What follows belongs to an exercise in optimizing a design on an open flow for small area, a short achievable clock period and few clock cycles per item; a production flow would make more cautious choices. In this exercise RTL edits were held to simulation tests only and were not proved equivalent to the original. Power figures rest on the tool's default switching activity, not on a simulated workload.

===== config.mk =====
export PLATFORM = sky130hd
export DESIGN_NAME = ina3221_rcu
export DESIGN_NICKNAME = ina3221_rcu
export VERILOG_FILES = /design/flow/design.v
export SDC_FILE = /design/flow/constraint.sdc
export NUM_CORES = 4
export LEC_CHECK = 0
export ABC_AREA = 1
export CAP_MARGIN = 20
export CORE_MARGIN = 2
export CORE_UTILIZATION = 40
export PLACE_DENSITY = 0.6
export SETUP_SLACK_MARGIN = 5
export SLEW_MARGIN = 20

===== constraint.sdc =====
create_clock -name core_clock -period 9.0 [get_ports {clk}]
set_input_delay 1.8000 -clock core_clock [delete_from_list [all_inputs] [get_ports {clk}]]
set_output_delay 1.8000 -clock core_clock [all_outputs]
set_load 0.01 [all_outputs]

===== design.v =====
module ina3221_rcu #(
    parameter [6:0] DEV_ADDR = 7'h40
) (
    input  wire        clk,
    input  wire        rst,
    input  wire        cmd_valid,
    output wire        cmd_ready,
    input  wire [47:0] cmd,
    output wire        rsp_valid,
    input  wire        rsp_ready,
    output wire [79:0] rsp,
    output wire        tr_req_valid,
    output wire        tr_req_write,
    output wire [6:0]  tr_req_dev,
    output wire [7:0]  tr_req_reg,
    output wire [15:0] tr_req_wdata,
    input  wire        tr_ans_valid,
    input  wire        tr_ans_ok,
    input  wire [15:0] tr_ans_rdata,
    input  wire [7:0]  tr_ans_err,
    input  wire        pin_pv,
    input  wire        pin_crit,
    input  wire        pin_warn,
    input  wire        pin_tc,
    input  wire [15:0] shunt_r_mohm,
    output wire        inited_o,
    output wire [15:0] cfg_cache_o
);
    wire [7:0]  c_op   = cmd[47:40];
    wire [7:0]  c_sel  = cmd[39:32];
    wire [31:0] c_arg  = cmd[31:0];
    wire [15:0] c_word = cmd[15:0];
    wire c_ch_ok = (c_sel == 8'd1) || (c_sel == 8'd2) || (c_sel == 8'd3);
    localparam [1:0] K_WORD = 2'd0, K_S16 = 2'd1, K_X5 = 2'd2, K_FLAG = 2'd3;
    reg       d_legal, d_init, d_chan, d_local, d_write, d_curr;
    reg       d_set, d_set40, d_sum;
    reg       d_desc, d_enc, d_cfgl, d_cfgw, d_iset;
    reg [1:0] d_kind;
    reg [3:0] d_fbit;           
    reg [7:0] d_reg;            
    reg [1:0] d_wsrc;           
    always @(*) begin
        d_legal = 1'b1; d_init = 1'b1; d_chan = 1'b0; d_local = 1'b0;
        d_write = 1'b0; d_curr = 1'b0; d_set = 1'b0; d_set40 = 1'b0; d_sum = 1'b0;
        d_desc = 1'b0; d_enc = 1'b0; d_cfgl = 1'b0; d_cfgw = 1'b0; d_iset = 1'b0;
        d_kind = K_WORD; d_fbit = 4'd0; d_reg = 8'h00; d_wsrc = 2'd0;
        case (c_op)
            8'h01: begin d_reg = c_sel; end
            8'h02: begin d_reg = c_sel; d_write = 1'b1; end
            8'h10, 8'h20: begin d_chan = 1'b1; d_kind = K_S16; d_reg = {5'd0, c_sel[1:0], 1'b0}; end
            8'h11: begin d_chan = 1'b1; d_kind = K_S16; d_reg = {5'd0, c_sel[1:0], 1'b0} - 8'd1; end
            8'h21: begin d_chan = 1'b1; d_kind = K_X5;  d_reg = {5'd0, c_sel[1:0], 1'b0} - 8'd1; end
            8'h22: begin d_chan = 1'b1; d_curr = 1'b1; d_kind = K_S16; d_reg = {5'd0, c_sel[1:0], 1'b0} - 8'd1; end
            8'h23: begin d_chan = 1'b1; d_kind = K_X5;  d_reg = {5'd0, c_sel[1:0], 1'b0} + 8'd5; end
            8'h24: begin d_chan = 1'b1; d_kind = K_X5;  d_reg = {5'd0, c_sel[1:0], 1'b0} + 8'd6; end
            8'h25: begin d_kind = K_X5; d_reg = 8'h0D; end
            8'h26: begin d_kind = K_X5; d_reg = 8'h0E; end
            8'h27: begin d_kind = K_S16; d_reg = 8'h10; end
            8'h28: begin d_kind = K_S16; d_reg = 8'h11; end
            8'h30: begin d_chan = 1'b1; d_write = 1'b1; d_set = 1'b1; d_set40 = 1'b1;
                         d_reg = {5'd0, c_sel[1:0], 1'b0} + 8'd5; end
            8'h31: begin d_chan = 1'b1; d_write = 1'b1; d_set = 1'b1; d_set40 = 1'b1;
                         d_reg = {5'd0, c_sel[1:0], 1'b0} + 8'd6; end
            8'h32: begin d_write = 1'b1; d_set = 1'b1; d_set40 = 1'b1; d_sum = 1'b1; d_reg = 8'h0E; end
            8'h33: begin d_write = 1'b1; d_set = 1'b1; d_reg = 8'h10; end
            8'h34: begin d_write = 1'b1; d_set = 1'b1; d_reg = 8'h11; end
            8'h40: begin d_init = 1'b0; d_iset = 1'b1; d_cfgl = 1'b1; end
            8'h41: begin d_init = 1'b0; d_iset = 1'b1; d_cfgw = 1'b1; d_write = 1'b1; end
            8'h42: begin d_cfgl = 1'b1; end
            8'h43: begin d_cfgw = 1'b1; d_write = 1'b1; end
            8'h44: begin d_cfgw = 1'b1; d_write = 1'b1; d_wsrc = 2'd1; end
            8'h45: begin d_cfgw = 1'b1; d_write = 1'b1; d_wsrc = 2'd2; end
            8'h46: begin d_init = 1'b0; d_local = 1'b1; d_desc = 1'b1; end
            8'h47: begin d_init = 1'b0; d_local = 1'b1; d_enc = 1'b1; end
            8'h50: begin d_reg = 8'h0F; end
            8'h51: begin d_reg = 8'h0F; d_write = 1'b1; end
            8'h52: begin d_reg = 8'h0F; d_kind = K_FLAG; d_fbit = 4'd2; end
            8'h53: begin d_reg = 8'h0F; d_kind = K_FLAG; d_fbit = 4'd1; end
            8'h54: begin d_chan = 1'b1; d_reg = 8'h0F; d_kind = K_FLAG; d_fbit = 4'd10 - {2'd0, c_sel[1:0]}; end
            8'h55: begin d_chan = 1'b1; d_reg = 8'h0F; d_kind = K_FLAG; d_fbit = 4'd6 - {2'd0, c_sel[1:0]}; end
            8'h60, 8'h61, 8'h62, 8'h63: begin d_init = 1'b0; d_local = 1'b1; end
            default: d_legal = 1'b0;
        endcase
    end
    function [10:0] avg_lut(input [2:0] i);
        case (i)
            3'd0: avg_lut = 11'd1;    3'd1: avg_lut = 11'd4;
            3'd2: avg_lut = 11'd16;   3'd3: avg_lut = 11'd64;
            3'd4: avg_lut = 11'd128;  3'd5: avg_lut = 11'd256;
            3'd6: avg_lut = 11'd512;  default: avg_lut = 11'd1024;
        endcase
    endfunction
    function [13:0] ct_lut(input [2:0] i);
        case (i)
            3'd0: ct_lut = 14'd140;   3'd1: ct_lut = 14'd204;
            3'd2: ct_lut = 14'd332;   3'd3: ct_lut = 14'd588;
            3'd4: ct_lut = 14'd1100;  3'd5: ct_lut = 14'd2116;
            3'd6: ct_lut = 14'd4156;  default: ct_lut = 14'd8244;
        endcase
    endfunction
    function [58:0] desc(input [15:0] w);
        reg m_pd;
        begin
            m_pd = ~(w[0] | w[1]);
            desc = {m_pd, w[2] & ~m_pd, w[1], w[0],
                    ct_lut(w[5:3]), ct_lut(w[8:6]), avg_lut(w[11:9]),
                    w[2:0], w[5:3], w[8:6], w[11:9], w[12], w[13], w[14], w[15]};
        end
    endfunction
    reg        s_idle, s_xfer, s_resp, s_x5, s_abs, s_div, s_neg, s_sdiv, s_sfix;
    reg        inited;
    reg [15:0] cfg_cache;
    reg        req_write;
    reg [7:0]  req_reg;
    reg [15:0] w;               
    reg [2:0]  status;
    reg [27:0] acc;             
    reg        sx;              
    reg        dmode;           
    reg [15:0] rem;             
    reg [4:0]  cnt;
    reg        neg;
    reg [15:0] rn;
    reg [3:0]  rz;
    reg        q_curr, q_x5, q_set40, q_sum, q_cfgl, q_cfgw, q_iset;
    reg [1:0]  q_kind;
    reg [3:0]  q_fbit;
    wire [15:0] a_L    = {tr_ans_rdata[7:0], tr_ans_rdata[15:8]};
    wire [27:0] a_s16  = {{12{a_L[15]}}, a_L};
    reg [27:0] a_data;
    always @(*) begin
        case (q_kind)
            K_WORD: a_data = {12'd0, a_L};
            K_S16, K_X5: a_data = a_s16;
            default: a_data = {27'd0, a_L[q_fbit]};
        endcase
    end
    wire [25:0] x5 = {acc[23:0], 2'b00} + acc[25:0];
    wire [16:0] d_sh = {rem, acc[27]};
    wire [17:0] d_df = {1'b0, d_sh} - {2'b00, rn};
    wire        d_ge = ~d_df[17];
    wire [15:0] d_r  = d_ge ? d_df[15:0] : d_sh[15:0];
    reg [2:0]  s5_r;
    reg [6:0]  s5_q;
    integer i;
    always @(*) begin
        s5_r = rem[2:0];
        for (i = 6; i >= 0; i = i - 1) begin
            s5_q[i] = (s5_r >= 3'd3) || (s5_r == 3'd2 && acc[21 + i]);
            case ({s5_r, acc[21 + i]})
                4'b000_0: s5_r = 3'd0; 4'b000_1: s5_r = 3'd1;
                4'b001_0: s5_r = 3'd2; 4'b001_1: s5_r = 3'd3;
                4'b010_0: s5_r = 3'd4; 4'b010_1: s5_r = 3'd0;
                4'b011_0: s5_r = 3'd1; 4'b011_1: s5_r = 3'd2;
                4'b100_0: s5_r = 3'd3; default:  s5_r = 3'd4;
            endcase
        end
    end
    wire        fx_c   = s_sfix && (w[2:0] == ~{3{neg}}) && (!q_set40 || rem[2:0] == 3'd4);
    wire [28:0] fx_t   = ({1'b0, acc} ^ {29{neg}}) + {28'd0, neg & ~fx_c};
    wire [15:0] fx_w   = q_sum ? {fx_t[14:0], 1'b0} : {fx_t[12:0], 3'b000};
    wire ev_acc  = s_idle & cmd_valid;
    wire ev_ans  = s_xfer & tr_ans_valid;
    wire ev_fail = ev_ans & ~tr_ans_ok;
    wire ev_ok   = ev_ans & tr_ans_ok;
    wire ev_rd   = ev_ok & ~req_write;
    wire ev_take = s_resp & rsp_ready;
    wire x5_last = ~q_curr | (cnt[1:0] == 2'd3);
    wire sd_last = (cnt[1:0] == 2'd3);
    wire dv_last = (cnt == 5'd1);
    wire e_ill   = ~d_legal;
    wire e_init  = d_legal & d_init & ~inited;
    wire e_chan  = d_legal & ~(d_init & ~inited) & d_chan & ~c_ch_ok;
    wire e_any   = e_ill | e_init | e_chan;
    wire g_local = ~e_any & d_local;
    wire g_set   = ~e_any & d_set;
    wire g_call  = ~e_any & ~d_local & ~d_set;
    wire [15:0] c_wword = (d_wsrc == 2'd1) ? 16'h8000 : (d_wsrc == 2'd2) ? 16'h0004 : c_word;
    wire [7:0]  c_info  = d_legal ? c_sel : c_op;
    wire        c_infod = ~d_legal | (d_chan & ~c_ch_ok);
    wire        c_pin   = c_op[1] ? (c_op[0] ? pin_tc : pin_warn) : (c_op[0] ? pin_crit : pin_pv);
    wire [27:0] c_desc  = desc(c_word);
    wire [15:0] c_enc   = {c_word[0], c_word[1], c_word[2], c_word[3], c_word[6:4],
                           c_word[9:7], c_word[12:10], c_word[15:13]};
    wire [27:0] c_hi    = d_desc ? c_desc :
                          d_enc  ? {12'd0, c_enc} :
                          d_set  ? (c_arg[30:3] ^ {28{c_arg[31]}}) :
                          d_local ? {27'd0, c_pin} : {12'd0, c_wword};
    wire [27:0] c_acc   = {c_hi[27:8], c_infod ? c_info : c_hi[7:0]};
    wire [27:0] x5_ext  = {{2{x5[25]}}, x5};
    wire acc_ld = ev_acc | s_sdiv | s_sfix | ev_fail | ev_rd | s_x5 | s_abs | s_div | s_neg;
    wire [27:0] acc_n =
        ({28{ev_acc}}  & c_acc) |
        ({28{s_sdiv}}  & {acc[20:0], s5_q}) |
        ({28{s_sfix}}  & {12'd0, fx_w}) |
        ({28{ev_fail}} & {20'd0, tr_ans_err}) |
        ({28{ev_rd}}   & a_data) |
        ({28{s_x5}}    & x5_ext) |
        ({28{s_abs}}   & {fx_t[9:0], 18'd0}) |
        ({28{s_div}}   & {acc[26:0], d_ge}) |
        ({28{s_neg}}   & fx_t[27:0]);
    wire rem_ld = ev_acc | s_sdiv | s_abs | s_div;
    wire [15:0] rem_n =
        ({16{s_sdiv}} & {13'd0, s5_r}) |
        ({16{s_abs}}  & {1'b0, fx_t[24:10]}) |
        ({16{s_div}}  & d_r);
    wire cnt_ld = ev_acc | s_sdiv | s_x5 | s_abs | s_div;
    wire [4:0] cnt_n =
        ({5{s_sdiv | s_x5}} & (cnt + 5'd1)) |
        ({5{s_abs}}         & ({1'b0, rz} + 5'd13)) |
        ({5{s_div}}         & (cnt - 5'd1));
    always @(posedge clk) begin
        if (ev_acc) begin
            rn <= shunt_r_mohm;
            rz <= 4'd0;
        end else if (rn[15:8] == 8'd0) begin
            rn <= {rn[7:0], 8'd0};
            rz <= rz + 4'd8;
        end else if (rn[15:12] == 4'd0) begin
            rn <= {rn[11:0], 4'd0};
            rz <= rz + 4'd4;
        end else if (!rn[15]) begin
            rn <= {rn[14:0], 1'b0};
            rz <= rz + 4'd1;
        end
        if (acc_ld) acc <= acc_n;
        if (rem_ld) rem <= rem_n;
        if (cnt_ld) cnt <= cnt_n;
        if (ev_acc) begin
            req_write <= d_write;
            req_reg   <= d_reg;
            q_curr <= d_curr; q_x5 <= (d_kind == K_X5); q_set40 <= d_set40; q_sum <= d_sum;
            q_cfgl <= d_cfgl; q_cfgw <= d_cfgw; q_iset <= d_iset;
            q_kind <= d_kind; q_fbit <= d_fbit;
            dmode  <= g_local & d_desc;
        end
        if (ev_acc | s_sfix)
            w <= s_sfix ? fx_w : c_wword;
        if (ev_acc | ev_fail)
            status <= ev_fail ? 3'd2 : e_ill ? 3'd3 : e_init ? 3'd4 : e_chan ? 3'd1 : 3'd0;
        if (ev_acc | ev_rd | s_neg)
            sx <= (ev_rd & a_data[27]) | (s_neg & fx_t[28]);
        if (ev_acc | ev_ok)
            neg <= ev_ok ? a_L[15] : c_arg[31];
        if (ev_ok & (q_cfgl | q_cfgw))
            cfg_cache <= q_cfgl ? a_L : w;
        if (rst) begin
            s_idle <= 1'b1; s_xfer <= 1'b0; s_resp <= 1'b0; s_x5 <= 1'b0;
            s_abs <= 1'b0; s_div <= 1'b0; s_neg <= 1'b0; s_sdiv <= 1'b0; s_sfix <= 1'b0;
            inited <= 1'b0;
        end else begin
            if (ev_ok & q_iset) inited <= 1'b1;
            s_idle <= (s_idle & ~cmd_valid) | ev_take;
            s_sdiv <= (ev_acc & g_set & d_set40) | (s_sdiv & ~sd_last);
            s_sfix <= (ev_acc & g_set & ~d_set40) | (s_sdiv & sd_last);
            s_xfer <= (ev_acc & g_call) | s_sfix | (s_xfer & ~tr_ans_valid);
            s_x5   <= (ev_ok & (q_curr | q_x5)) | (s_x5 & ~x5_last);
            s_abs  <= s_x5 & x5_last & q_curr;
            s_div  <= s_abs | (s_div & ~dv_last);
            s_neg  <= s_div & dv_last & neg;
            s_resp <= (ev_acc & (e_any | g_local)) | ev_fail | (ev_ok & ~q_curr & ~q_x5) |
                      (s_x5 & x5_last & ~q_curr) | (s_div & dv_last & ~neg) | s_neg |
                      (s_resp & ~rsp_ready);
        end
    end
    wire [58:0] dh = desc(w);
    assign cmd_ready    = s_idle;
    assign rsp_valid    = s_resp;
    wire        err = status[0] | status[1];
    assign rsp          = {5'd0, status, acc[7:0] & {8{err}}, {5{sx}}, dmode ? dh[58:28] : {31{sx}}, acc};
    assign tr_req_valid = s_xfer;
    assign tr_req_write = req_write;
    assign tr_req_dev   = DEV_ADDR;
    assign tr_req_reg   = req_reg;
    assign tr_req_wdata = {w[7:0], w[15:8]};
    assign inited_o     = inited;
    assign cfg_cache_o  = cfg_cache;
endmodule

===== run.sh =====
#!/bin/bash
# synth_recipe.tcl (not shown) runs the flow's synth.tcl, then flattens the netlist and writes it again
# the make line also repeats each setting of config.mk as NAME=value (left out here)
make -C /OpenROAD-flow-scripts/flow DESIGN_CONFIG=/design/flow/config.mk WORK_HOME=/design/flow/orfs CLKGATE_MAP_FILE= SYNTH_SCRIPT=/design/flow/synth_recipe.tcl finish

==> results of run 1 <==
-- cell type report --
| class | instances | area (µm²) |
|---|---|---|
| Clock inverter | 15 | 197.7 |
| Sequential cell | 139 | 4024 |
| Clock buffer | 17 | 425.4 |
| Tap cell | 396 | 495.5 |
| Antenna cell | 1 | 2.502 |
| Timing Repair inverter | 4 | 30.03 |
| Multi-Input combinational cell | 1274 | 7493 |
| Inverter | 216 | 833.3 |
| Fill cell | 2936 | 14430 |
| Timing Repair Buffer | 273 | 2656 |
-- worst register-to-register path: stages, from the launching register on --
cell	delay, ns
dfxtp_1	0.93
a41oi_1	0.25
ha_1	0.29
ha_1	0.20
inv_1	0.12
nor2_4	0.06
inv_2	0.07
nor2_4	0.04
xor2_1	0.21
o21ai_0	0.18
a21oi_1	0.09
a2111oi_0	0.79
o211ai_1	0.20
-- repair_timing --
action,4_1_cts,5_1_grt
gates resized for setup,70,48
cloned,4,1
endpoints found under the setup margin,71,85
pin swaps,10,10
setup buffers,21,22
-- cells in the final DEF, fill, tap and decap left out, types with 51 or more instances in the layout --
master / Yosys / routed
a21oi_1: 134 / 128
nand3_1: 88 / 84
ha_1: 54 / 54
inv_1: 204 / 197
nand2_1: 311 / 296
buf_4: 23 / 51
o21ai_0: 167 / 166
clkdlybuf4s50_1: 0 / 199
edfxtp_1: 124 / 124
nor2_1: 144 / 127
-- path summary, 6_finish.rpt --
check / from / endpoint / slack, ns / depth (start not counted)
hold / removal: s_idle / s_idle / 0.48 / 2
setup reg to reg: s_sfix / acc[11] / 5.26 / 12
hold reg to reg: s_idle / s_idle / 0.48 / 2
setup / recovery: dmode / rsp[47] / 5.00 / 6
-- metal layers --
metal | up-vias | GRT usage [%]
met5 | - | 0
met4 | 0 | 11.74
met3 | 133 | 6.589
met2 | 869 | 48.43
met1 | 6436 | 41.94
li1 | 6367 | -
-- metrics by stage --
step / total power [µW] / hold WS [ns] / util [%]
after CTS: 2254 / 0.4819 / 51.83
after floorplan: 1220 / 0.4537 / -
after global placement: 1473 / 0.4586 / 48.40
after global routing: 2372 / 0.5225 / 52.81
after detailed placement: 1480 / 0.4681 / 48.40
final: 2271 / 0.4789 / 52.82
-- logic make-up after synthesis --
| kind of cell | count (synthesis) |
|---|---|
| XOR/XNOR | 86 |
| flip-flops | 139 |
| AO/OA/AOI/OAI | 485 |
| adder cells (fa/ha/maj) | 56 |
| buffers and inverters | 295 |
| AND/OR/NAND/NOR | 635 |
| other | 2 |
-- power by group --
group          internal [µW]  total (µW)  switching [µW]
logic                    265         701             436
clock network            425         766             341
registers                752         804            52.4
total                   1440        2270             829
==> summary.txt, run 1 <==
Timing
  • Setup tns final: 0 ns
  • Final critical-path required period: 3.995 ns
  • Final Max Tran Viols: 0
  • RSZ-0062 raised after global routing: true
  • FMAX: 250.3 MHz
  • Worst Skew: 0.01423 ns
  • Worst setup slack after layout: 5.005 ns
  • Slew Limit Headroom: 35.14%
  • Final period util: 44.39%
  • Worst Max-Slew Pin Slew: 0.9484 ns
  • Final Hold Fails: 0
  • Final setup viols: 0

Worst setup path
  • CP max FO: 4
  • Critical path buffer and inverter count: 3
  • WP data arrival: 2.20 ns
  • Startpoint Class: flop
  • CP top delay family: buffers and inverters
  • Crit. End Element: primary output
  • Critical Path RT: 7.20 ns
  • CP max-delay cell: clkdlybuf4s50_1
  • Critical path class: flop to primary output
  • Crit-path cells: nor2_4, buf_4, buf_12, a21oi_2, o21ai_0, clkdlybuf4s50_1
  • Slowest cell delay on critical path: 0.57 ns

Synth
  • Mux cell area share after synthesis: 0%
  • YS warnings: 1
  • Most used DFF post-synth: edfxtp_1
  • Cell count after synthesis: 1698
  • Avg Cell Area, Syn: 7.308 µm²
  • Largest cells by area after synthesis: edfxtp_1, nand2_1, o21ai_0, inv_1, ha_1
  • EDFF count, synth: 124
  • #FFs+latches synth: 139
  • Top cells by count, synth: nand2_1, inv_1, o21ai_0
  • Most numerous cell in the Yosys netlist: nand2_1
  • Sequential fraction of the synthesis area: 32.43%
  • Cell taking the most area after synthesis: edfxtp_1
  • Simple-gate share of the synthesized area: 22.27%
  • Area share of the largest cell type after synthesis: 30.01%
  • Ys async rst share: 0%
  • Combinational family with the most area after synthesis: compound AO/OA/AOI/OAI gates
  • Post-synthesis compound-gate area fraction: 23.48%
  • Adder and majority cell fraction of the synthesized area: 5.767%
  • Area of the mapped netlist: 12410 µm²
  • Distinct cell type count after synthesis: 61
  • Post-synthesis xor/xnor area fraction: 6.282%

Die
  • Initial Util: 40.57%
  • Die Area: 32450 µm²
  • Core area: 30590 µm²
  • I/O pins: 230
  • Die Wd: 180.1 µm
  • Rows: 64
  • Chip height: 180.1 µm

Detailed routing
  • Vias per inst: 5.912
  • Wirelength per Cell: 22.05 µm
  • DR WL met3: 5090 µm
  • Routed Antenna Nets: 0
  • DRC violations left: 0
  • Wire length on met1: 21500 µm
  • Top Layer Used: met4
  • DR WL met2: 22910 µm
  • Routed WL: 51490 µm
  • Vias: 13810
  • DR iter-0 viols: 1641
  • Pre-antenna DRT Iters: 8

Global route
  • Initial antenna violation count: 1
  • Total congestion overflow: 0
  • Vias in the first global route: 12990
  • Tot GR Track Use: 30.94%
  • First-pass GRT wire length: 77590 µm
  • Pin count of the biggest net entering global routing: 41

Finish
  • Share of cells above drive strength 1: 10.68%
  • Max reg flops: 28
  • Fin cells: 2335
  • Post-route cell area: 16160 µm²
  • Area Overhead vs Synth: 30.21%
  • Largest Register: acc
  • Nets: 2079

Status
  • Status: finished clean

Clocking
  • H-Tree Depth: 4
  • Worst-Skew Late Latency: 0.45 ns
  • CTS clock-pin slew for the worst setup and hold paths: 0.07 ns
  • CTS max path bufs: 2
  • CTS tree: done
  • Sink Count: 139
  • Hold buffers post-CTS: 0
  • CTS Buf Count: 17
  • Clk root buf: clkbuf_16

Run
  • Max-cap violation count: 0

Placement
  • Gp weighted congestion: 0.9698
  • Cell Area, Placed: 14810 µm²
  • Number of port buffers: 217
  • Post-Place Setup Slack: 3.341 ns
  • DP HPWL: 39610 µm
  • Dpl cells: 2254

Worst hold path
  • Hold Crit Class: flop to flop

Power
  • Max IR drop VDD: 0.1479 mV
  • PwrDens: 140.5 nW/µm²
  • Leakage power: 0.006786 µW
Testbench counts, summed over its fixed seeds: cycles 30,117, ops 3,200.
==> run 2, diff against run 1 <==
--- a/design.v
+++ b/design.v
@@ -107,7 +107,7 @@
                     w[2:0], w[5:3], w[8:6], w[11:9], w[12], w[13], w[14], w[15]};
         end
     endfunction
-    reg        s_idle, s_xfer, s_resp, s_x5, s_abs, s_div, s_neg, s_sdiv, s_sfix;
+    reg        s_idle, s_xfer, s_resp, s_x5, s_abs, s_div, s_neg, s_sdiv, s_sfix, s_fmt;
     reg        inited;
     reg [15:0] cfg_cache;
     reg        req_write;
@@ -122,7 +122,7 @@
     reg        neg;
     reg [15:0] rn;
     reg [3:0]  rz;
-    reg        q_curr, q_x5, q_set40, q_sum, q_cfgl, q_cfgw, q_iset;
+    reg        q_curr, q_x5, q_set40, q_sum, q_cfgl, q_cfgw, q_iset, q_desc, q_enc;
     reg [1:0]  q_kind;
     reg [3:0]  q_fbit;
     wire [15:0] a_L    = {tr_ans_rdata[7:0], tr_ans_rdata[15:8]};
@@ -135,10 +135,31 @@
             default: a_data = {27'd0, a_L[q_fbit]};
         endcase
     end
-    wire [25:0] x5 = {acc[23:0], 2'b00} + acc[25:0];
+    function [32:0] sk_add(input [31:0] a, input [31:0] b, input cin);
+        reg [31:0] g, p, gg, pp;
+        integer l, i, j;
+        begin
+            g = a & b;
+            p = a ^ b;
+            gg = g;
+            pp = p;
+            gg[0] = g[0] | (p[0] & cin);
+            for (l = 0; l < 5; l = l + 1)
+                for (i = 0; i < 32; i = i + 1)
+                    if ((i >> l) & 1) begin
+                        j = ((i >> l) << l) - 1;
+                        gg[i] = gg[i] | (pp[i] & gg[j]);
+                        pp[i] = pp[i] & pp[j];
+                    end
+            sk_add = {gg[31], p ^ {gg[30:0], cin}};
+        end
+    endfunction
+    wire [32:0] x5_s = sk_add({6'd0, acc[23:0], 2'b00}, {6'd0, acc[25:0]}, 1'b0);
+    wire [25:0] x5   = x5_s[25:0];
     wire [16:0] d_sh = {rem, acc[27]};
-    wire [17:0] d_df = {1'b0, d_sh} - {2'b00, rn};
-    wire        d_ge = ~d_df[17];
+    wire [32:0] d_s  = sk_add({15'd0, d_sh}, {15'd0, 1'b1, ~rn}, 1'b1);
+    wire [16:0] d_df = d_s[16:0];
+    wire        d_ge = d_s[17];
     wire [15:0] d_r  = d_ge ? d_df[15:0] : d_sh[15:0];
     reg [2:0]  s5_r;
     reg [6:0]  s5_q;
@@ -157,7 +178,8 @@
         end
     end
     wire        fx_c   = s_sfix && (w[2:0] == ~{3{neg}}) && (!q_set40 || rem[2:0] == 3'd4);
-    wire [28:0] fx_t   = ({1'b0, acc} ^ {29{neg}}) + {28'd0, neg & ~fx_c};
+    wire [32:0] fx_s   = sk_add({3'd0, {1'b0, acc} ^ {29{neg}}}, 32'd0, neg & ~fx_c);
+    wire [28:0] fx_t   = fx_s[28:0];
     wire [15:0] fx_w   = q_sum ? {fx_t[14:0], 1'b0} : {fx_t[12:0], 3'b000};
     wire ev_acc  = s_idle & cmd_valid;
     wire ev_ans  = s_xfer & tr_ans_valid;
@@ -178,19 +200,19 @@
     wire [15:0] c_wword = (d_wsrc == 2'd1) ? 16'h8000 : (d_wsrc == 2'd2) ? 16'h0004 : c_word;
     wire [7:0]  c_info  = d_legal ? c_sel : c_op;
     wire        c_infod = ~d_legal | (d_chan & ~c_ch_ok);
-    wire        c_pin   = c_op[1] ? (c_op[0] ? pin_tc : pin_warn) : (c_op[0] ? pin_crit : pin_pv);
-    wire [27:0] c_desc  = desc(c_word);
-    wire [15:0] c_enc   = {c_word[0], c_word[1], c_word[2], c_word[3], c_word[6:4],
-                           c_word[9:7], c_word[12:10], c_word[15:13]};
-    wire [27:0] c_hi    = d_desc ? c_desc :
-                          d_enc  ? {12'd0, c_enc} :
-                          d_set  ? (c_arg[30:3] ^ {28{c_arg[31]}}) :
-                          d_local ? {27'd0, c_pin} : {12'd0, c_wword};
-    wire [27:0] c_acc   = {c_hi[27:8], c_infod ? c_info : c_hi[7:0]};
+    wire [27:0] c_u     = c_arg[30:3] ^ {28{c_arg[31]}};
+    wire [27:0] c_acc   = {c_u[27:8], c_infod ? c_info : c_u[7:0]};
+    wire [58:0] dh      = desc(w);
+    wire [15:0] l_enc   = {w[0], w[1], w[2], w[3], w[6:4], w[9:7], w[12:10], w[15:13]};
+    wire        l_pin   = q_fbit[1] ? (q_fbit[0] ? pin_tc : pin_warn) : (q_fbit[0] ? pin_crit : pin_pv);
+    wire [27:0] l_acc   = q_desc ? dh[27:0] : q_enc ? {12'd0, l_enc} : {27'd0, l_pin};
     wire [27:0] x5_ext  = {{2{x5[25]}}, x5};
-    wire acc_ld = ev_acc | s_sdiv | s_sfix | ev_fail | ev_rd | s_x5 | s_abs | s_div | s_neg;
+    wire ev_wr  = ev_ok & req_write;
+    wire acc_ld = ev_acc | s_fmt | s_sdiv | s_sfix | ev_fail | ev_ok | s_x5 | s_abs | s_div | s_neg;
     wire [27:0] acc_n =
         ({28{ev_acc}}  & c_acc) |
+        ({28{s_fmt}}   & l_acc) |
+        ({28{ev_wr}}   & {12'd0, w}) |
         ({28{s_sdiv}}  & {acc[20:0], s5_q}) |
         ({28{s_sfix}}  & {12'd0, fx_w}) |
         ({28{ev_fail}} & {20'd0, tr_ans_err}) |
@@ -231,11 +253,14 @@
             req_reg   <= d_reg;
             q_curr <= d_curr; q_x5 <= (d_kind == K_X5); q_set40 <= d_set40; q_sum <= d_sum;
             q_cfgl <= d_cfgl; q_cfgw <= d_cfgw; q_iset <= d_iset;
-            q_kind <= d_kind; q_fbit <= d_fbit;
-            dmode  <= g_local & d_desc;
+            q_kind <= d_kind; q_fbit <= d_local ? {2'b00, c_op[1:0]} : d_fbit;
+            q_desc <= d_desc; q_enc <= d_enc;
+            dmode  <= 1'b0;
         end
         if (ev_acc | s_sfix)
             w <= s_sfix ? fx_w : c_wword;
+        if (s_fmt)
+            dmode <= q_desc;
         if (ev_acc | ev_fail)
             status <= ev_fail ? 3'd2 : e_ill ? 3'd3 : e_init ? 3'd4 : e_chan ? 3'd1 : 3'd0;
         if (ev_acc | ev_rd | s_neg)
@@ -247,10 +272,12 @@
         if (rst) begin
             s_idle <= 1'b1; s_xfer <= 1'b0; s_resp <= 1'b0; s_x5 <= 1'b0;
             s_abs <= 1'b0; s_div <= 1'b0; s_neg <= 1'b0; s_sdiv <= 1'b0; s_sfix <= 1'b0;
+            s_fmt <= 1'b0;
             inited <= 1'b0;
         end else begin
             if (ev_ok & q_iset) inited <= 1'b1;
             s_idle <= (s_idle & ~cmd_valid) | ev_take;
+            s_fmt  <= ev_acc & g_local;
             s_sdiv <= (ev_acc & g_set & d_set40) | (s_sdiv & ~sd_last);
             s_sfix <= (ev_acc & g_set & ~d_set40) | (s_sdiv & sd_last);
             s_xfer <= (ev_acc & g_call) | s_sfix | (s_xfer & ~tr_ans_valid);
@@ -258,12 +285,11 @@
             s_abs  <= s_x5 & x5_last & q_curr;
             s_div  <= s_abs | (s_div & ~dv_last);
             s_neg  <= s_div & dv_last & neg;
-            s_resp <= (ev_acc & (e_any | g_local)) | ev_fail | (ev_ok & ~q_curr & ~q_x5) |
+            s_resp <= (ev_acc & e_any) | s_fmt | ev_fail | (ev_ok & ~q_curr & ~q_x5) |
                       (s_x5 & x5_last & ~q_curr) | (s_div & dv_last & ~neg) | s_neg |
                       (s_resp & ~rsp_ready);
         end
     end
-    wire [58:0] dh = desc(w);
     assign cmd_ready    = s_idle;
     assign rsp_valid    = s_resp;
     wire        err = status[0] | status[1];
==> flow/run.sh (new file) <==
#!/bin/bash
# The standard layout with a tighter repair target: repair_timing aims
# for a setup slack of MARGIN ns at the design's clock period.
set -euo pipefail
MARGIN=6
sed "s/SETUP_SLACK_MARGIN=[0-9.]*/SETUP_SLACK_MARGIN=$MARGIN/" standard.sh > standard_margin.sh
bash standard_margin.sh > standard.log 2>&1
==> standard.sh (new file) <==
#!/bin/bash
# synth_recipe.tcl (not shown) runs the flow's synth.tcl, then flattens the netlist and writes it again
# the make line also repeats each setting of config.mk as NAME=value (left out here)
make -C /OpenROAD-flow-scripts/flow DESIGN_CONFIG=/design/flow/config.mk WORK_HOME=/design/flow/orfs CLKGATE_MAP_FILE= SYNTH_SCRIPT=/design/flow/synth_recipe.tcl "${@:-finish}"
removed: run.sh
==> run 2 against run 1 <==
Effect of this change: still clean on timing, DRC and antenna; design area is 29% higher; critical path depth up 14; maximum frequency rose by 4.4%; core utilization increased by 17 points; wire length is 27% higher; synthesized cell count shrank 4.2%; flip-flop and latch count increased by 3; setup slack better by 0.17 ns; clock power fell by 3.4%; global-route usage is 9.0 points higher; sequential share of layout area decreased by 5.1 points; worst hold slack gained 0.038 ns; highest routed layer is now met5.
==> summary.txt, run 2 <==
Die
  • Die Wd: 177.5 µm (was 180.1 µm)
  • Initial Util: 40.61% (was 40.57%)
  • Rows: 63 (was 64)
  • Chip height: 177.5 µm (was 180.1 µm)
  • Core area: 29640 µm² (was 30590 µm²)
  • I/O pins: 230 (unchanged)
  • Die Area: 31490 µm² (was 32450 µm²)

Worst hold path
  • Hold Crit Start: s_idle (unchanged)
  • Hold Path Cell Cnt: 2 (unchanged)
  • Hold Crit Class: flop to flop (unchanged)
  • Min-Delay Endpoint: s_idle (unchanged)

Global route
  • Gr busiest metal: met2 (unchanged)
  • Total congestion overflow: 0 (unchanged)
  • M3 GR Usage: 8.826% (was 6.589%)
  • Initial antenna violation count: 2 (was 1)
  • GR met2 Demand/Resource: 64.05% (was 48.43%)
  • Tot GR Track Use: 39.94% (was 30.94%)
  • First-pass GRT wire length: 92870 µm (was 77590 µm)
  • Met1 usage: 50.07% (was 41.94%)
  • Pin count of the biggest net entering global routing: 43 (was 41)
  • Vias in the first global route: 14930 (was 12990)

Synth
  • Simple-gate share of the synthesized area: 21.78% (was 22.27%)
  • Most used DFF post-synth: edfxtp_1 (unchanged)
  • Cell taking the most area after synthesis: edfxtp_1 (unchanged)
  • Combinational family with the most area after synthesis: compound AO/OA/AOI/OAI gates (unchanged)
  • Ys async rst share: 0% (unchanged)
  • Sequential fraction of the synthesis area: 34.10% (was 32.43%)
  • Area share of the largest cell type after synthesis: 31.44% (was 30.01%)
  • Largest cells by area after synthesis: edfxtp_1, nand2_1, inv_1, o21ai_0, ha_1 (was edfxtp_1, nand2_1, o21ai_0, inv_1, ha_1)
  • Most numerous cell in the Yosys netlist: nand2_1 (unchanged)
  • EDFF count, synth: 126 (was 124)
  • Top cells by count, synth: nand2_1, inv_1, nor2_1 (was nand2_1, inv_1, o21ai_0)
  • #FFs+latches synth: 142 (was 139)
  • Mux cell area share after synthesis: 0% (unchanged)
  • Distinct cell type count after synthesis: 58 (was 61)
  • Post-synthesis compound-gate area fraction: 22.35% (was 23.48%)
  • Adder and majority cell fraction of the synthesized area: 7.153% (was 5.767%)
  • YS warnings: 1 (unchanged)
  • Avg Cell Area, Syn: 7.402 µm² (was 7.308 µm²)
  • Post-synthesis xor/xnor area fraction: 3.639% (was 6.282%)
  • Area of the mapped netlist: 12040 µm² (was 12410 µm²)
  • Cell count after synthesis: 1626 (was 1698)

Worst setup path
  • Critical path class: input pin to flop (was flop to primary output)
  • R2R Path End: acc[26] (was acc[11])
  • Startpoint Class: input pin (was flop)
  • CP max FO: 5 (was 4)
  • R2R depth: 24 (was 12)
  • WP data arrival: 4.00 ns (was 2.20 ns)
  • Worst R2R Setup Slack: 5.24 ns (was 5.26 ns)
  • Critical path buffer and inverter count: 10 (was 3)
  • Critical path depth: 20 (was 6)
  • CP top delay family: buffers and inverters (unchanged)
  • Crit-path cells: buf_12, clkinv_8, nor2_4, inv_2, nor3_4, inv_2, buf_6, nor2_4, nor2_4, inv_2, buf_4, buf_6, nor2_4, o2111ai_2, nand2_2, buf_6, nand2_8, buf_6, o311ai_2, o2111ai_1 (was nor2_4, buf_4, buf_12, a21oi_2, o21ai_0, clkdlybuf4s50_1)
  • FF-to-FF Start: acc[0] (was s_sfix)
  • Slowest cell delay on critical path: 0.30 ns (was 0.57 ns)
  • Critical Path RT: 9.17 ns (was 7.20 ns)
  • CP max-delay cell: o311ai_2 (was clkdlybuf4s50_1)
  • Crit. End Element: flop (was primary output)

Detailed routing
  • DR iter-0 viols: 1933 (was 1641)
  • Wirelength per Cell: 25.28 µm (was 22.05 µm)
  • Vias per inst: 6.020 (was 5.912)
  • Pre-antenna DRT Iters: 5 (was 8)
  • Routed WL: 65390 µm (was 51490 µm)
  • Routed Antenna Nets: 0 (unchanged)
  • DRC violations left: 0 (unchanged)
  • Vias: 15570 (was 13810)

Clocking
  • CTS tree: done (unchanged)
  • Clk root buf: clkbuf_16 (unchanged)
  • H-Tree Depth: 4 (unchanged)
  • CTS max path bufs: 2 (unchanged)
  • Hold buffers post-CTS: 0 (unchanged)
  • CTS Buf Count: 17 (unchanged)
  • Sink Count: 142 (was 139)
  • CTS clock-pin slew for the worst setup and hold paths: 0.08 ns (was 0.07 ns)
  • Worst-Skew Late Latency: 0.46 ns (was 0.45 ns)

Finish
  • Most common cell after layout, fill and taps aside: buf_4 (was nand2_1)
  • Filler cell count: 2344 (was 2936)
  • Nets: 2345 (was 2079)
  • Commonest cells after routing, fill and taps aside: buf_4, nand2_1, buf_6, inv_1, edfxtp_1 (was nand2_1, clkdlybuf4s50_1, inv_1, o21ai_0, a21oi_1)
  • Largest Register: acc (unchanged)
  • Share of cells above drive strength 1: 41.71% (was 10.68%)
  • Max reg flops: 28 (unchanged)
  • Area Overhead vs Synth: 72.74% (was 30.21%)

Power
  • Sw Pwr: 1061 µW (was 829.4 µW)
  • Clock power share: 27.2% (was 33.7%)
  • Combinational share of power: 43.1% (was 30.9%)
  • Leakage power: 0.009010 µW (was 0.006786 µW)
  • PwrDens: 131.1 nW/µm² (was 140.5 nW/µm²)
  • Seq pwr share: 29.8% (was 35.4%)
  • Sw Share: 38.95% (was 36.52%)
  • Tot Pwr: 2725 µW (was 2271 µW)
  • Max IR drop VDD: 0.1326 mV (was 0.1479 mV)
  • Internal power contribution: 1663 µW (was 1442 µW)

Timing
  • Worst setup slack after layout: 5.175 ns (was 5.005 ns)
  • Worst Max-Slew Pin Slew: 1.017 ns (was 0.9484 ns)
  • Worst Skew: 0.02082 ns (was 0.01423 ns)
  • Final period util: 42.50% (was 44.39%)
  • FMAX: 261.4 MHz (was 250.3 MHz)
  • Slew Limit Headroom: 32.23% (was 35.14%)
  • RSZ-0062 raised after global routing: true (unchanged)
  • Final Hold Fails: 0 (unchanged)
  • Final critical-path required period: 3.825 ns (was 3.995 ns)
  • Final Max Tran Viols: 0 (unchanged)
  • Final setup viols: 0 (unchanged)
  • Setup tns final: 0 ns (unchanged)

Placement
  • Number of port buffers: 217 (unchanged)
  • Post-Place Setup Slack: 3.769 ns (was 3.341 ns)
  • Gp weighted congestion: 0.9921 (was 0.9698)
  • DP HPWL: 42360 µm (was 39610 µm)

Status
  • Status: finished clean (unchanged)

Run
  • Max-cap violation count: 0 (unchanged)
## run 2: cell count changes after synthesis, sizes merged, moves of 15 or more
cell / delta
nand3: -24
a21oi: -33
o21ai: -22
o22ai: +15
nor2: +32
xor2: -29
inv: +26
nand2: -24
## run 2: how the worst max path moves through the flow
stage                 start       to  slack, ns
finish              cmd[46]   acc[6]       5.17
global placement    cmd[41]   acc[0]       3.84
floorplan           cmd[40]   acc[0]       5.27
CTS                  acc[0]  acc[17]       5.30
detailed placement  cmd[41]   acc[0]       3.77
global route         acc[0]  acc[17]       5.07
## run 2: logic make-up (layout without fill, tap and decap cells)
logic type | Yosys count | in the layout
AND/OR/NAND/NOR | 613 | 615
AO/OA/AOI/OAI | 438 | 438
buffers and inverters | 320 | 878
flip-flops | 142 | 142
adder cells (fa/ha/maj) | 64 | 64
XOR/XNOR | 47 | 47
other | 2 | 13
## run 2: tightest hold or removal path, cell delays in order (launching register included)
cell,delay (ns)
dfxtp_4,0.38
inv_1,0.05
o21ai_0,0.05
## run 2: stage by stage
| stage | hold slack, ns | instances | util [%] | area, µm² |
|---|---|---|---|---|
| after floorplan | 0.4537 | 1636 | - | 12530 |
| after global routing | 0.5292 | 2587 | 70.15 | 20790 |
| final | 0.5171 | 2587 | 70.15 | 20790 |
| after CTS | 0.4953 | 2519 | 64.90 | 19230 |
| after global placement | 0.4751 | 2177 | 49.70 | 14730 |
| after detailed placement | 0.4953 | 2177 | 49.70 | 14730 |
## run 2: per-layer routing
| layer | wire [µm] | vias to the layer above |
|---|---|---|
| met1 | 23980 | 7358 |
| met3 | 7227 | 295 |
| met5 | 13 | - |
| met4 | 4324 | 2 |
| met2 | 29840 | 1153 |
| li1 | - | 6766 |
## run 2: repair_timing
item,in CTS,in global routing
resized for setup,856,266
pin swaps,106,107
buffers inserted,304,66
gates cloned,6,1
setup endpoints to repair,318,180
## run 2: layout make-up
| cell class | instances | area [µm²] | area share (%) |
|---|---|---|---|
| Clock inverter | 15 | 151.4 | 0.7282 |
| Timing Repair inverter | 2 | 15.01 | 0.07222 |
| Inverter | 245 | 1041 | 5.007 |
| Tap cell | 390 | 488.0 | 2.347 |
| Antenna cell | 1 | 2.502 | 0.01204 |
| Multi-Input combinational cell | 1176 | 8886 | 42.74 |
| Clock buffer | 17 | 425.4 | 2.046 |
| Sequential cell | 142 | 4110 | 19.77 |
| Timing Repair Buffer | 599 | 5670 | 27.27 |
## run 2: power groups by stage
stage / combinational, µW / sequential, µW / clock, µW
final: 1170 / 811 / 740
after global routing: 1250 / 813 / 758
after CTS: 1000 / 809 / 733
after detailed placement: 673 / 845 / 0
after global placement: 665 / 845 / 0
after floorplan: 434 / 826 / 0
Testbench counts of run 2, summed over its fixed seeds: cycles 30,295, ops 3,200.
==> run 3, diff against run 2 <==
==> run.sh (new file) <==
#!/bin/bash
# synth_recipe.tcl (not shown) runs the flow's synth.tcl, then flattens the netlist and writes it again
# the make line also repeats each setting of config.mk as NAME=value (left out here)
make -C /OpenROAD-flow-scripts/flow DESIGN_CONFIG=/design/flow/config.mk WORK_HOME=/design/flow/orfs CLKGATE_MAP_FILE= SYNTH_SCRIPT=/design/flow/synth_recipe.tcl finish
--- a/config.mk
+++ b/config.mk
@@ -8,7 +8,7 @@
 export ABC_AREA = 1
 export CAP_MARGIN = 20
 export CORE_MARGIN = 2
-export CORE_UTILIZATION = 40
-export PLACE_DENSITY = 0.6
+export CORE_UTILIZATION = 70
+export PLACE_DENSITY = 0.85
 export SETUP_SLACK_MARGIN = 5
 export SLEW_MARGIN = 20
removed: flow/run.sh
removed: standard.sh
==> run 3 against run 2 <==
Effect of this change: the flow now stops in 5_1_grt; area after synthesis unchanged; synthesized cell count unchanged.
==> summary.txt, run 3 <==
Status
  • Status: aborted with a tool error (was finished clean)
  • Stopped at: 5_1_grt
  • Run-stopping error: [ERROR GRT-0232] Routing congestion too high. Check the congestion heatmap in the GUI.

Synth
  • Avg Cell Area, Syn: 7.402 µm² (unchanged)
  • Cell taking the most area after synthesis: edfxtp_1 (unchanged)
  • Area of the mapped netlist: 12040 µm² (unchanged)
  • YS warnings: 1 (unchanged)
  • Most used DFF post-synth: edfxtp_1 (unchanged)
  • #FFs+latches synth: 142 (unchanged)
  • Sequential fraction of the synthesis area: 34.10% (unchanged)
  • Ys async rst share: 0% (unchanged)
  • Distinct cell type count after synthesis: 58 (unchanged)
  • Top cells by count, synth: nand2_1, inv_1, nor2_1 (unchanged)
  • Cell count after synthesis: 1626 (unchanged)
  • EDFF count, synth: 126 (unchanged)
  • Largest cells by area after synthesis: edfxtp_1, nand2_1, inv_1, o21ai_0, ha_1 (unchanged)
  • Area share of the largest cell type after synthesis: 31.44% (unchanged)
  • Most numerous cell in the Yosys netlist: nand2_1 (unchanged)

Clocking
  • H-Tree Depth: 4 (unchanged)
  • CTS Buf Count: 17 (unchanged)
  • Sink Count: 142 (unchanged)
  • CTS max path bufs: 2 (unchanged)
  • Clk root buf: clkbuf_16 (unchanged)
  • Hold buffers post-CTS: 0 (unchanged)

Placement
  • Post-Place Setup Slack: 4.010 ns (was 3.769 ns)
  • DP HPWL: 34300 µm (was 42360 µm)
  • Cell Area, Placed: 14190 µm² (was 14730 µm²)
  • Number of port buffers: 217 (unchanged)
  • Gp weighted congestion: 1.201 (was 0.9921)

Die
  • Chip height: 135.1 µm (was 177.5 µm)
  • Initial Util: 72.06% (was 40.61%)
  • Rows: 47 (was 63)
  • Die Wd: 135.1 µm (was 177.5 µm)
  • I/O pins: 230 (unchanged)

Timing
  • WEP type: register input
  • Worst EP post-GRT repair: acc[0]$_DFFE_PP_/D

Global route
  • Pin count of the biggest net entering global routing: 43
  • Tot GR Track Use: 82.19%
  • Total congestion overflow: 144
## run 3: cells by family after synthesis
kind of cell               Yosys count  share of synthesized area [%]
other                                2                        0.06240
adders and majority gates           64                          7.152
AOI/OAI and AO/OA                  438                          22.35
DFF                                142                          34.10
and+or+nand+nor                    613                          21.78
xor gates and xnor gates            47                          3.639
buffers and inverters              320                          10.92
## run 3: timing repair
item | in CTS
gates cloned | 2
buffers inserted | 20
endpoints found under the setup margin | 47
resized for setup | 76
pin swaps | 8
## run 3: layer usage
metal  overflow  global-route usage, %
met5          0                  30.56
met1          5                  80.72
met3          1                  68.17
met4         60                  86.46
met2         78                  97.57
## run 3: power by group through the flow
| stage | logic [µW] | registers (µW) | clock network (µW) |
|---|---|---|---|
| 2_1_floorplan | 414 | 825 | 0 |
| 3_3_place_gp | 614 | 839 | 0 |
| 3_5_place_dp | 648 | 840 | 0 |
| 4_1_cts | 678 | 826 | 712 |
## run 3: worst min path at each step
stage	endpoint	slack, ns	cells after the start
CTS	rz[0]	0.52	1
global placement	inited	0.47	2
detailed placement	rz[0]	0.51	1
floorplan	inited	0.45	2
## run 3: through the flow
| step | std cells | hold WS [ns] |
|---|---|---|
| after CTS | 2060 | 0.5190 |
| after global placement | 2006 | 0.4680 |
| after detailed placement | 2006 | 0.5078 |
| after floorplan | 1636 | 0.4537 |
==> run 4, diff against run 3 <==
--- a/config.mk
+++ b/config.mk
@@ -8,7 +8,7 @@
 export ABC_AREA = 1
 export CAP_MARGIN = 20
 export CORE_MARGIN = 2
-export CORE_UTILIZATION = 70
-export PLACE_DENSITY = 0.85
+export CORE_UTILIZATION = 55
+export PLACE_DENSITY = 0.7
 export SETUP_SLACK_MARGIN = 5
 export SLEW_MARGIN = 20
==> run 4 against run 3 <==
Effect of this change: now clean on timing, DRC and antenna; area after synthesis unchanged; synthesized cell count unchanged.
==> summary.txt, run 4 <==
Status
  • Status: finished clean (was aborted with a tool error)

Worst setup path
  • Critical path depth: 4
  • Worst R2R Setup Slack: 5.15 ns
  • Worst Setup EP: rsp[35]
  • Startpoint Class: flop
  • CP Launch Point: w[8]
  • CP top delay family: buffers and inverters
  • Slowest cell delay on critical path: 0.61 ns
  • R2R depth: 23
  • Crit. End Element: primary output
  • CP max FO: 4
  • Critical Path RT: 7.20 ns
  • CP max-delay cell: clkdlybuf4s50_1
  • WP data arrival: 2.19 ns
  • Crit-path cells: inv_2, nand2_1, o31ai_1, clkdlybuf4s50_1
  • R2R Path End: acc[17]
  • Critical path class: flop to primary output
  • Critical path buffer and inverter count: 2
  • FF-to-FF Start: acc[0]

Timing
  • Worst Max-Slew Pin Slew: 0.9689 ns
  • Final critical-path required period: 3.985 ns
  • Setup tns final: 0 ns
  • Worst Skew: 0.01253 ns
  • WHS: 0.4768 ns
  • FMAX: 250.9 MHz
  • Final Max Tran Viols: 0
  • Final period util: 44.28%
  • RSZ-0062 raised after global routing: true
  • Final Hold Fails: 0
  • Final setup viols: 0
  • Slew Limit Headroom: 35.01%
  • Worst setup slack after layout: 5.015 ns

Synth
  • Top cells by count, synth: nand2_1, inv_1, nor2_1 (unchanged)
  • YS warnings: 1 (unchanged)
  • Cell count after synthesis: 1626 (unchanged)
  • Sequential fraction of the synthesis area: 34.10% (unchanged)
  • Area share of the largest cell type after synthesis: 31.44% (unchanged)
  • Distinct cell type count after synthesis: 58 (unchanged)
  • Ys async rst share: 0% (unchanged)
  • Most numerous cell in the Yosys netlist: nand2_1 (unchanged)
  • #FFs+latches synth: 142 (unchanged)
  • EDFF count, synth: 126 (unchanged)
  • Avg Cell Area, Syn: 7.402 µm² (unchanged)
  • Cell taking the most area after synthesis: edfxtp_1 (unchanged)
  • Largest cells by area after synthesis: edfxtp_1, nand2_1, inv_1, o21ai_0, ha_1 (unchanged)
  • Area of the mapped netlist: 12040 µm² (unchanged)
  • Most used DFF post-synth: edfxtp_1 (unchanged)

Finish
  • Fin cells: 2174
  • Share of cells above drive strength 1: 12.52%
  • Most common cell after layout, fill and taps aside: nand2_1
  • Area Overhead vs Synth: 31.46%
  • Largest Register: acc
  • Max reg flops: 28
  • Commonest cells after routing, fill and taps aside: nand2_1, inv_1, clkdlybuf4s50_1, nor2_1, o21ai_0
  • Nets: 2042
  • Post-route cell area: 15820 µm²

Detailed routing
  • Routed WL: 51220 µm
  • Vias per inst: 6.406
  • Pre-antenna DRT Iters: 6
  • Routed Antenna Nets: 0
  • Vias: 13930
  • DRC violations left: 0
  • Wirelength per Cell: 23.56 µm
  • DR iter-0 viols: 2260

Clocking
  • Hold buffers post-CTS: 0 (unchanged)
  • Clk root buf: clkbuf_16 (unchanged)
  • CTS max path bufs: 2 (unchanged)
  • CTS clock-pin slew for the worst setup and hold paths: 0.07 ns
  • CTS Buf Count: 17 (unchanged)
  • H-Tree Depth: 4 (unchanged)
  • Sink Count: 142 (unchanged)
  • Worst-Skew Late Latency: 0.44 ns
  • CTS tree: done

Power
  • Leakage power: 0.006711 µW
  • Max IR drop VDD: 0.1566 mV
  • PwrDens: 145.6 nW/µm²

Die
  • Initial Util: 55.67% (was 72.06%)
  • I/O pins: 230 (unchanged)
  • Die Wd: 151.9 µm (was 135.1 µm)
  • Rows: 54 (was 47)
  • Die Area: 23080 µm²
  • Chip height: 151.9 µm (was 135.1 µm)
  • Core area: 21620 µm²

Global route
  • Vias in the first global route: 12820
  • Tot GR Track Use: 42.16%
  • Pin count of the biggest net entering global routing: 43
  • Total congestion overflow: 0
  • First-pass GRT wire length: 75200 µm
  • Initial antenna violation count: 3

Run
  • Max-cap violation count: 0

Placement
  • Gp weighted congestion: 1.026 (was 1.201)
  • DP HPWL: 38470 µm (was 34300 µm)
  • Cell Area, Placed: 14280 µm² (was 14190 µm²)
  • Number of port buffers: 217 (unchanged)
  • Dpl cells: 2069 (was 2006)
  • Post-Place Setup Slack: 3.817 ns (was 4.010 ns)

Worst hold path
  • Hold Path Cell Cnt: 2
  • Hold Crit Class: flop to flop
## run 4: cell counts after synthesis
Identical to the previous run, type by type.
## run 4: cell type report
| cell class | count | area (µm²) |
|---|---|---|
| Antenna cell | 1 | 2.502 |
| Clock inverter | 13 | 156.4 |
| Tap cell | 280 | 350.3 |
| Inverter | 245 | 932.1 |
| Fill cell | 1679 | 5799 |
| Multi-Input combinational cell | 1174 | 7012 |
| Timing Repair inverter | 1 | 5.005 |
| Clock buffer | 19 | 442.9 |
| Sequential cell | 142 | 4104 |
| Timing Repair Buffer | 299 | 2816 |
## run 4: how the worst min path moves through the flow
| stage | from | endpoint |
|---|---|---|
| final | s_idle | s_idle |
| after detailed placement | s_idle | s_idle |
| after CTS | s_idle | s_idle |
| after global placement | q_iset | inited |
| after global routing | s_idle | s_idle |
| after floorplan | q_iset | inited |
## run 4: logic make-up (layout without fill, tap and decap cells)
kind of cell / after synthesis / count (layout) / synth area share (%)
DFF: 142 / 142 / 34.10
buffers and inverters: 320 / 577 / 10.92
adders and majority gates: 64 / 64 / 7.152
xor gates and xnor gates: 47 / 47 / 3.639
and+or+nand+nor: 613 / 613 / 21.78
AOI/OAI and AO/OA: 438 / 438 / 22.35
other: 2 / 13 / 0.06240
## run 4: routing by layer
metal  part of all wire [%]  global-route usage (%)  routed length [µm]
met5                  0.023                       0                  12
met4                    6.3                   20.16                3236
met3                     13                   10.61                6894
met2                     45                   67.70               23010
met1                     35                   53.42               18060
## run 4: where the power goes
group / total (µW) / internal (µW) / leakage (µW) / switching, µW
clock: 746 / 423 / 0.000287 / 323
combinational: 732 / 282 / 0.00507 / 450
sequential: 826 / 772 / 0.00136 / 54.0
## run 4: repair_timing
item	4_1_cts	5_1_grt
pin swaps	8	25
endpoints found under the setup margin	55	60
cloned	0	2
setup buffers	20	50
gates resized for setup	64	74
## run 4: tightest hold or removal path, stage by stage (launching register included)
cell,delay (ns)
dfxtp_1,0.32
inv_1,0.05
o21ai_0,0.06
## run 4: through the flow
step | total power [µW] | utilization (%)
final | 2304 | 73.18
after global routing | 2385 | 73.18
after CTS | 2237 | 70.25
after detailed placement | 1495 | 66.06
after global placement | 1475 | 66.06
after floorplan | 1239 | -
==> run 5, diff against run 4 <==
--- a/config.mk
+++ b/config.mk
@@ -8,7 +8,8 @@
 export ABC_AREA = 1
 export CAP_MARGIN = 20
 export CORE_MARGIN = 2
-export CORE_UTILIZATION = 55
-export PLACE_DENSITY = 0.7
+export CORE_UTILIZATION = 40
+export PLACE_DENSITY = 0.6
 export SETUP_SLACK_MARGIN = 5
 export SLEW_MARGIN = 20
+export TNS_END_PERCENT = 5
==> run 5 against run 4 <==
Effect of this change: core utilization decreased by 20 points; sequential share of layout area increased by 0.19 points; first-iteration DRC count decreased by 38%; setup slack got worse by 0.095 ns; largest cell class unchanged.
==> summary.txt, run 5 <==
Synth
  • EDFF count, synth: 126 (unchanged)
  • Area of the mapped netlist: 12040 µm² (unchanged)
  • Avg Cell Area, Syn: 7.402 µm² (unchanged)
  • Largest cells by area after synthesis: edfxtp_1, nand2_1, inv_1, o21ai_0, ha_1 (unchanged)
  • YS warnings: 1 (unchanged)
  • #FFs+latches synth: 142 (unchanged)
  • Distinct cell type count after synthesis: 58 (unchanged)
  • Cell count after synthesis: 1626 (unchanged)
  • Most numerous cell in the Yosys netlist: nand2_1 (unchanged)
  • Cell taking the most area after synthesis: edfxtp_1 (unchanged)
  • Most used DFF post-synth: edfxtp_1 (unchanged)
  • Top cells by count, synth: nand2_1, inv_1, nor2_1 (unchanged)
  • Area share of the largest cell type after synthesis: 31.44% (unchanged)
  • Sequential fraction of the synthesis area: 34.10% (unchanged)
  • Ys async rst share: 0% (unchanged)

Worst setup path
  • WP data arrival: 4.23 ns (was 2.19 ns)
  • R2R depth: 23 (unchanged)
  • Startpoint Class: input pin (was flop)
  • CP max FO: 13 (was 4)
  • Critical Path RT: 9.15 ns (was 7.20 ns)
  • R2R Path End: acc[17] (unchanged)
  • Worst R2R Setup Slack: 5.09 ns (was 5.15 ns)
  • FF-to-FF Start: acc[0] (unchanged)
  • Crit. End Element: flop (was primary output)
  • Critical path class: input pin to flop (was flop to primary output)

Timing
  • Final Max Tran Viols: 0 (unchanged)
  • Worst Max-Slew Pin Slew: 1.046 ns (was 0.9689 ns)
  • FMAX: 245.1 MHz (was 250.9 MHz)
  • Final Hold Fails: 0 (unchanged)
  • Final setup viols: 0 (unchanged)
  • Slew Limit Headroom: 30.17% (was 35.01%)
  • Worst Skew: 0.01297 ns (was 0.01253 ns)
  • Setup tns final: 0 ns (unchanged)
  • RSZ-0062 raised after global routing: true (unchanged)
  • Final critical-path required period: 4.080 ns (was 3.985 ns)
  • Final period util: 45.33% (was 44.28%)

Worst hold path
  • Hold Crit Start: q_iset (was s_idle)
  • Hold Path Cell Cnt: 2 (unchanged)
  • Hold Crit Class: flop to flop (unchanged)
  • Min-Delay Endpoint: inited (was s_idle)

Global route
  • Vias in the first global route: 12030 (was 12820)
  • Initial antenna violation count: 1 (was 3)
  • Tot GR Track Use: 30.16% (was 42.16%)
  • Pin count of the biggest net entering global routing: 51 (was 43)
  • First-pass GRT wire length: 71090 µm (was 75200 µm)
  • Total congestion overflow: 0 (unchanged)

Finish
  • Most common cell after layout, fill and taps aside: nand2_1 (unchanged)
  • Area Overhead vs Synth: 30.51% (was 31.46%)
  • Final Core Density: 53.00% (was 73.18%)
  • Max reg flops: 28 (unchanged)
  • Largest Register: acc (unchanged)
  • Nets: 2016 (was 2042)
  • Share of cells above drive strength 1: 10.23% (was 12.52%)
  • Commonest cells after routing, fill and taps aside: nand2_1, inv_1, clkdlybuf4s50_1, nor2_1, o21ai_0 (unchanged)

Power
  • Max IR drop VDD: 0.09604 mV (was 0.1566 mV)
  • Leakage power: 0.006575 µW (was 0.006711 µW)
  • PwrDens: 144.7 nW/µm² (was 145.6 nW/µm²)

Run
  • Max-cap violation count: 0 (unchanged)

Die
  • Die Area: 31490 µm² (was 23080 µm²)
  • Die Wd: 177.5 µm (was 151.9 µm)
  • Rows: 63 (was 54)
  • I/O pins: 230 (unchanged)
  • Chip height: 177.5 µm (was 151.9 µm)
  • Initial Util: 40.61% (was 55.67%)
  • Core area: 29640 µm² (was 21620 µm²)

Detailed routing
  • Vias per inst: 5.731 (was 6.406)
  • Wirelength per Cell: 21.41 µm (was 23.56 µm)
  • Routed Antenna Nets: 0 (unchanged)
  • DR iter-0 viols: 1410 (was 2260)
  • Routed WL: 48350 µm (was 51220 µm)
  • Vias: 12940 (was 13930)
  • DRC violations left: 0 (unchanged)
  • Pre-antenna DRT Iters: 6 (unchanged)

Clocking
  • H-Tree Depth: 4 (unchanged)
  • CTS tree: done (unchanged)
  • CTS Buf Count: 17 (unchanged)
  • Clk root buf: clkbuf_16 (unchanged)
  • CTS clock-pin slew for the worst setup and hold paths: 0.07 ns (about the same)
  • Worst-Skew Late Latency: 0.44 ns (about the same)
  • CTS max path bufs: 2 (unchanged)
  • Sink Count: 142 (unchanged)

Placement
  • DP HPWL: 37180 µm (was 38470 µm)
  • Number of port buffers: 217 (unchanged)
  • Gp weighted congestion: 0.9647 (was 1.026)

Status
  • Status: finished clean (unchanged)
[run 5: cell types whose count changed in the layout (fill, tap and decap cells not counted), sizes merged, moves of 2 or more]
cell and delta:
buf -25, clkbuf -7, inv +5, clkdlybuf4s50 +4
dlygate4sd2 +3, clkinv -2
[run 5: where the power goes]
part | leakage (µW) | switching, µW | internal, µW
clock | 0.000305 | 342 | 414
sequential | 0.00136 | 57.1 | 771
combinational | 0.00491 | 418 | 270
total | 0.00657 | 817 | 1460
[run 5: critical path: stages]
cell	delay, ns
clkdlybuf4s50_1	0.45
nand2_1	0.14
nor2_1	0.12
inv_1	0.14
nor2_1	0.09
nand2_1	0.22
inv_1	0.28
a2111oi_1	0.79
o2111ai_1	0.20
[run 5: layout make-up]
cell class / instances / area, µm²
Clock buffer: 18 / 450.4
Timing Repair inverter: 1 / 5.005
Inverter: 245 / 938.4
Multi-Input combinational cell: 1174 / 6932
Sequential cell: 142 / 4104
Antenna cell: 1 / 2.502
Tap cell: 390 / 488.0
Timing Repair Buffer: 273 / 2624
Clock inverter: 14 / 163.9
Fill cell: 2901 / 13930
[run 5: worst max path at each step]
stage | to | from | slack, ns | cells past startpoint
final | acc[15] | tr_ans_valid | 4.92 | 9
after detailed placement | acc[0] | cmd[45] | 3.92 | 16
after floorplan | acc[0] | cmd[40] | 5.09 | 17
after global placement | acc[0] | cmd[45] | 3.87 | 16
after global routing | acc[3] | cmd[42] | 4.75 | 15
after CTS | rsp[32] | sx | 4.69 | 5
[run 5: stage by stage]
step / cell area (µm²) / cells / power (µW) / worst slack [ns] / hold WS, ns
global route: 15710 / 2258 / 2378 / 4.751 / 0.5295
global placement: 14410 / 2177 / 1480 / 3.868 / 0.4744
detailed placement: 14410 / 2177 / 1490 / 3.922 / 0.4707
CTS: 15260 / 2228 / 2249 / 4.686 / 0.4994
finish: 15710 / 2258 / 2272 / 4.920 / 0.4968
floorplan: 12080 / 1636 / 1239 / 5.086 / 0.4537
[run 5: cell families (layout without fill, tap and decap cells)]
group / after synthesis / in the layout / share of synthesized area (%)
other: 2 / 13 / 0.06240
AO/OA/AOI/OAI: 438 / 438 / 22.35
flip-flops: 142 / 142 / 34.10
adder cells (fa/ha/maj): 64 / 64 / 7.152
AND/OR/NAND/NOR: 613 / 613 / 21.78
XOR/XNOR: 47 / 47 / 3.639
buffers and inverters: 320 / 551 / 10.92
[run 5: what timing repair did]
item	4_1_cts	5_1_grt
pin swaps	6	15
buffers inserted	19	28
gates resized for setup	41	65
gates cloned	0	1
hold buffers	0	0
endpoints found under the hold margin	0	0
setup endpoints to repair	47	77
[run 5: layer usage]
layer | global-route usage [%] | share of wire [%] | wire [µm] | up-vias
li1 | - | - | - | 6081
met1 | 41.53 | 43 | 20770 | 6120
met2 | 48.24 | 45 | 22000 | 643
met3 | 4.970 | 8.7 | 4213 | 96
met4 | 9.631 | 2.8 | 1376 | 0
met5 | 0 | 0 | 0 | -

re-timing with driven ports:
Ports are ideal in the flow. The routed layouts listed here were re-timed in OpenROAD. Step 1 (the two cells are an assumption about what drives the block):
set clk [get_ports {clk}]
set_driving_cell -lib_cell sky130_fd_sc_hd__clkbuf_16 $clk
set_driving_cell -lib_cell sky130_fd_sc_hd__buf_2 [delete_from_list [all_inputs] $clk]
Step 2 moves the port delays by t, midway between the first and last clock arrival at a register: inputs arrive t later, outputs are due t later. That takes back most of the time a late clock gives input paths. Three values: no drivers, after step 1, after step 2; two values: the first two.
run	t (ns)	setup WS [ns]	worst setup path at the end	clock arrival spread, ns	slew at the worst register clock pin (ns)
run 1	0.493	5.005 / 4.954 / 4.572	input to register	0.017 / 0.017	0.07 / 0.07
run 2	0.506	5.175 / 5.173 / 4.668	input to register	0.021 / 0.021	0.08 / 0.08
run 4	0.488	5.015 / 4.961 / 4.620	input to register	0.013 / 0.014	0.07 / 0.07
run 5	0.486	4.920 / 4.953 / 4.466	input to register	0.015 / 0.015	0.07 / 0.07
After both steps setup and hold are still met in every run listed. For run 2, which loses most, drivers alone change the setup slack by -0.002 ns; drivers and shift together by -0.507 ns.
